Background: an optimization exercise with open tools, aiming at small area, a short achievable clock period and few clock cycles. Do not read the settings as production practice. In this exercise RTL edits were held to simulation tests only and were not proved equivalent to the original.

==> flow/design.v (excerpt) <==
module rtcconv (
    input  wire        clk,
    input  wire        rst,           
    input  wire        bus_wr,
    input  wire        bus_rd,
    input  wire [7:0]  bus_addr,
    input  wire [3:0]  bus_be,
    input  wire [31:0] bus_wdata,
    output reg  [31:0] bus_rdata
);
    localparam A_CMD     = 8'h00;
    localparam A_STATUS  = 8'h04;
    localparam A_ARG     = 8'h08;
    localparam A_RES     = 8'h0C;
    localparam A_TS_LO   = 8'h10;
    localparam A_TS_HI   = 8'h14;
    localparam A_DAYS    = 8'h18;
    localparam A_C_SEC   = 8'h20;
    localparam A_C_MIN   = 8'h24;
    localparam A_C_HOUR  = 8'h28;
    localparam A_C_DOW   = 8'h2C;
    localparam A_C_DAY   = 8'h30;
    localparam A_C_MON   = 8'h34;
    localparam A_C_YOFF  = 8'h38;
    localparam A_TB_SEC  = 8'h40;
    localparam A_TB_MIN  = 8'h44;
    localparam A_TB_HOUR = 8'h48;
    localparam A_TB_DOW  = 8'h4C;
    localparam A_TB_DAY  = 8'h50;
    localparam A_TB_MON  = 8'h54;
  ...
clock: 100.0 ns
lec_check: 0
abc_area: 1
cap_margin: 20
core_margin: 2
core_utilization: 55
cts_buf_list: sky130_fd_sc_hd__clkbuf_8
slew_margin: 20
standard.sh (not shown) runs the stock make flow with config.mk's settings and CLKGATE_MAP_FILE= SYNTH_SCRIPT=/design/flow/synth_recipe.tcl, a recipe that flattens the netlist after the stock synthesis.
==> flow/flow/run.sh <==
#!/bin/bash
set -o pipefail
export BUFFER_PORTS_ARGS="-buffer_cell sky130_fd_sc_hd__buf_2"
export SETUP_SLACK_MARGIN=78.3
bash standard.sh > standard.log 2>&1
Testbench counts at the start, summed over its fixed seeds: cycles 93,191.
Change:
--- a/flow/design.v
+++ b/flow/design.v
@@ -1704,43 +1704,43 @@
     wire w_tb_hour = wr_idle && (wa == 6'h12);
     wire w_tb_dow  = wr_idle && (wa == 6'h13);
     wire w_tb_day  = wr_idle && (wa == 6'h14);
     wire w_tb_mon  = wr_idle && (wa == 6'h15);
     wire w_tb_year = wr_idle && (wa == 6'h16);
     wire c_civt = busy && x_we_civ_time;
     wire c_civd = busy && x_we_civ_date;
     wire c_tb   = busy && x_we_tb;
     reg [31:0] rd_val;
     always @* begin
-        case (bus_addr[7:2])
-            6'h00: rd_val = cmd;
-            6'h01: rd_val = status;
-            6'h02: rd_val = {23'd0, arg};
-            6'h03: rd_val = {24'd0, res};
-            6'h04: rd_val = ts[31:0];
-            6'h05: rd_val = ts[63:32];
-            6'h06: rd_val = {15'd0, days};
-            6'h08: rd_val = {24'd0, c_sec};
-            6'h09: rd_val = {24'd0, c_min};
-            6'h0A: rd_val = {24'd0, c_hour};
-            6'h0B: rd_val = {24'd0, c_dow};
-            6'h0C: rd_val = {24'd0, c_day};
-            6'h0D: rd_val = {24'd0, c_mon};
-            6'h0E: rd_val = {24'd0, c_yoff};
-            6'h10: rd_val = {24'd0, tb_sec};
-            6'h11: rd_val = {24'd0, tb_min};
-            6'h12: rd_val = {24'd0, tb_hour};
-            6'h13: rd_val = {24'd0, tb_dow};
-            6'h14: rd_val = {24'd0, tb_day};
-            6'h15: rd_val = {24'd0, tb_mon};
-            6'h16: rd_val = {24'd0, tb_year};
-            default: rd_val = 32'd0;
+        case (bus_addr)
+            A_CMD:     rd_val = cmd;
+            A_STATUS:  rd_val = status;
+            A_ARG:     rd_val = {23'd0, arg};
+            A_RES:     rd_val = {24'd0, res};
+            A_TS_LO:   rd_val = ts[31:0];
+            A_TS_HI:   rd_val = ts[63:32];
+            A_DAYS:    rd_val = {15'd0, days};
+            A_C_SEC:   rd_val = {24'd0, c_sec};
+            A_C_MIN:   rd_val = {24'd0, c_min};
+            A_C_HOUR:  rd_val = {24'd0, c_hour};
+            A_C_DOW:   rd_val = {24'd0, c_dow};
+            A_C_DAY:   rd_val = {24'd0, c_day};
+            A_C_MON:   rd_val = {24'd0, c_mon};
+            A_C_YOFF:  rd_val = {24'd0, c_yoff};
+            A_TB_SEC:  rd_val = {24'd0, tb_sec};
+            A_TB_MIN:  rd_val = {24'd0, tb_min};
+            A_TB_HOUR: rd_val = {24'd0, tb_hour};
+            A_TB_DOW:  rd_val = {24'd0, tb_dow};
+            A_TB_DAY:  rd_val = {24'd0, tb_day};
+            A_TB_MON:  rd_val = {24'd0, tb_mon};
+            A_TB_YEAR: rd_val = {24'd0, tb_year};
+            default:   rd_val = 32'd0;
         endcase
     end
     always @(posedge clk) begin
         if (rst || bad_acc) bus_rdata <= 32'd0;
         else                bus_rdata <= rd_val;
     end
     always @(posedge clk) begin
         if (rst) begin
             cmd <= 32'd0; busy <= 1'b0; flags <= 9'd0; ebusy <= 1'b0; eacc <= 1'b0;
         end else begin
What happened:
- routed wire length shrinks by 1.6%
- register-to-register slack stays flat
- sequential cell count does not change
- setup slack improves by 0.12 ns
- cell count is about the same
- utilization grows by 0.24 points
- final area grows by 0.58%
- count of clock-buffer cells in the layout grows by 4
- global-route usage shrinks by 1.2 points
- sequential share of layout area shrinks by 0.10 points
- die area grows by 0.31%
- critical path depth shrinks by 2
Testbench counts after the change, summed over its fixed seeds: cycles 93,191.


rtcconv with an RTL version that a note above also has.
Size in the first run: roughly 4600 cells after synthesis, ~80 I/O pins, ~33000 µm² of cells after synthesis.
clock: 100.0 ns
lec_check: 0
abc_area: 1
cap_margin: 20
core_margin: 2
core_utilization: 55
slew_margin: 20
==> flow/flow/run.sh <==
#!/bin/bash
set -o pipefail
export BUFFER_PORTS_ARGS="-buffer_cell sky130_fd_sc_hd__buf_2"
export SETUP_SLACK_MARGIN=78.3
export CTS_ARGS="-sink_clustering_enable -repair_clock_nets -dont_use_dummy_load -sink_clustering_size 16 -sink_clustering_max_diameter 100 -buf_list sky130_fd_sc_hd__clkbuf_16"
bash standard.sh > standard.log 2>&1
The first run passed the timing, design-rule and antenna checks.
Testbench counts at the start, summed over its fixed seeds: cycles 93,191.
Change:
--- a/flow/design.v
+++ b/flow/design.v
@@ -1703,45 +1703,45 @@
     wire w_tb_min  = wr_idle && (wa == 6'h11);
     wire w_tb_hour = wr_idle && (wa == 6'h12);
     wire w_tb_dow  = wr_idle && (wa == 6'h13);
     wire w_tb_day  = wr_idle && (wa == 6'h14);
     wire w_tb_mon  = wr_idle && (wa == 6'h15);
     wire w_tb_year = wr_idle && (wa == 6'h16);
     wire c_civt = busy && x_we_civ_time;
     wire c_civd = busy && x_we_civ_date;
     wire c_tb   = busy && x_we_tb;
     reg [31:0] rd_val;
     always @* begin
-        case (bus_addr)
-            A_CMD:     rd_val = cmd;
-            A_STATUS:  rd_val = status;
-            A_ARG:     rd_val = {23'd0, arg};
-            A_RES:     rd_val = {24'd0, res};
-            A_TS_LO:   rd_val = ts[31:0];
-            A_TS_HI:   rd_val = ts[63:32];
-            A_DAYS:    rd_val = {15'd0, days};
-            A_C_SEC:   rd_val = {24'd0, c_sec};
-            A_C_MIN:   rd_val = {24'd0, c_min};
-            A_C_HOUR:  rd_val = {24'd0, c_hour};
-            A_C_DOW:   rd_val = {24'd0, c_dow};
-            A_C_DAY:   rd_val = {24'd0, c_day};
-            A_C_MON:   rd_val = {24'd0, c_mon};
-            A_C_YOFF:  rd_val = {24'd0, c_yoff};
-            A_TB_SEC:  rd_val = {24'd0, tb_sec};
-            A_TB_MIN:  rd_val = {24'd0, tb_min};
-            A_TB_HOUR: rd_val = {24'd0, tb_hour};
-            A_TB_DOW:  rd_val = {24'd0, tb_dow};
-            A_TB_DAY:  rd_val = {24'd0, tb_day};
-            A_TB_MON:  rd_val = {24'd0, tb_mon};
-            A_TB_YEAR: rd_val = {24'd0, tb_year};
-            default:   rd_val = 32'd0;
+        case (bus_addr[7:2])
+            6'h00: rd_val = cmd;
+            6'h01: rd_val = status;
+            6'h02: rd_val = {23'd0, arg};
+            6'h03: rd_val = {24'd0, res};
+            6'h04: rd_val = ts[31:0];
+            6'h05: rd_val = ts[63:32];
+            6'h06: rd_val = {15'd0, days};
+            6'h08: rd_val = {24'd0, c_sec};
+            6'h09: rd_val = {24'd0, c_min};
+            6'h0A: rd_val = {24'd0, c_hour};
+            6'h0B: rd_val = {24'd0, c_dow};
+            6'h0C: rd_val = {24'd0, c_day};
+            6'h0D: rd_val = {24'd0, c_mon};
+            6'h0E: rd_val = {24'd0, c_yoff};
+            6'h10: rd_val = {24'd0, tb_sec};
+            6'h11: rd_val = {24'd0, tb_min};
+            6'h12: rd_val = {24'd0, tb_hour};
+            6'h13: rd_val = {24'd0, tb_dow};
+            6'h14: rd_val = {24'd0, tb_day};
+            6'h15: rd_val = {24'd0, tb_mon};
+            6'h16: rd_val = {24'd0, tb_year};
+            default: rd_val = 32'd0;
         endcase
     end
     always @(posedge clk) begin
         if (rst || bad_acc) bus_rdata <= 32'd0;
         else                bus_rdata <= rd_val;
     end
     always @(posedge clk) begin
         if (rst) begin
             cmd <= 32'd0; busy <= 1'b0; flags <= 9'd0; ebusy <= 1'b0; eacc <= 1'b0;
         end else begin
             if (w_cmd) cmd <= bus_wdata;
The new run went through all stages and came out clean.
Non-clock buffer count went down by 3.
Worst hold slack improves by 13 ps.
Via count falls by 0.47%.
Worst setup slack gets worse by 59 ps.
Flip-flop and latch count stays the same.
Testbench counts after the change, summed over its fixed seeds: cycles 93,191.

-- afterwards: timing with drivers on the ports --
How much do the figures lean on ideal ports? The routed layouts below were timed once more, with nothing changed but the port constraints.
Step 1, drivers: a clkbuf_16 drives clk and a buf_2 each remaining input, both assumed.
Step 2 also shifts input and output timing later by t, the mid clock arrival at the registers, as if the neighbouring blocks saw the same clock.
a / b / c = no drivers / after step 1 / after step 2; a / b = the first two.
run | t (ns) | setup WS [ns] | hold WS [ns]
the first run of note 1 | 0.752 | 78.199 / 78.238 / 77.487 | 0.465 / 0.465 / 0.465
the second run of note 1 | 0.748 | 78.324 / 78.300 / 77.552 | 0.470 / 0.470 / 0.470
the first run of note 2 | 0.621 | 78.262 / 78.230 / 77.610 | 0.456 / 0.456 / 0.456
the second run of note 2 | 0.636 | 78.203 / 78.249 / 77.613 | 0.469 / 0.469 / 0.469
After both steps setup and hold are still met in every run listed. The setup slack of the second run of note 1, which loses most, moves by -0.024 ns with the drivers and by -0.772 ns with both steps.
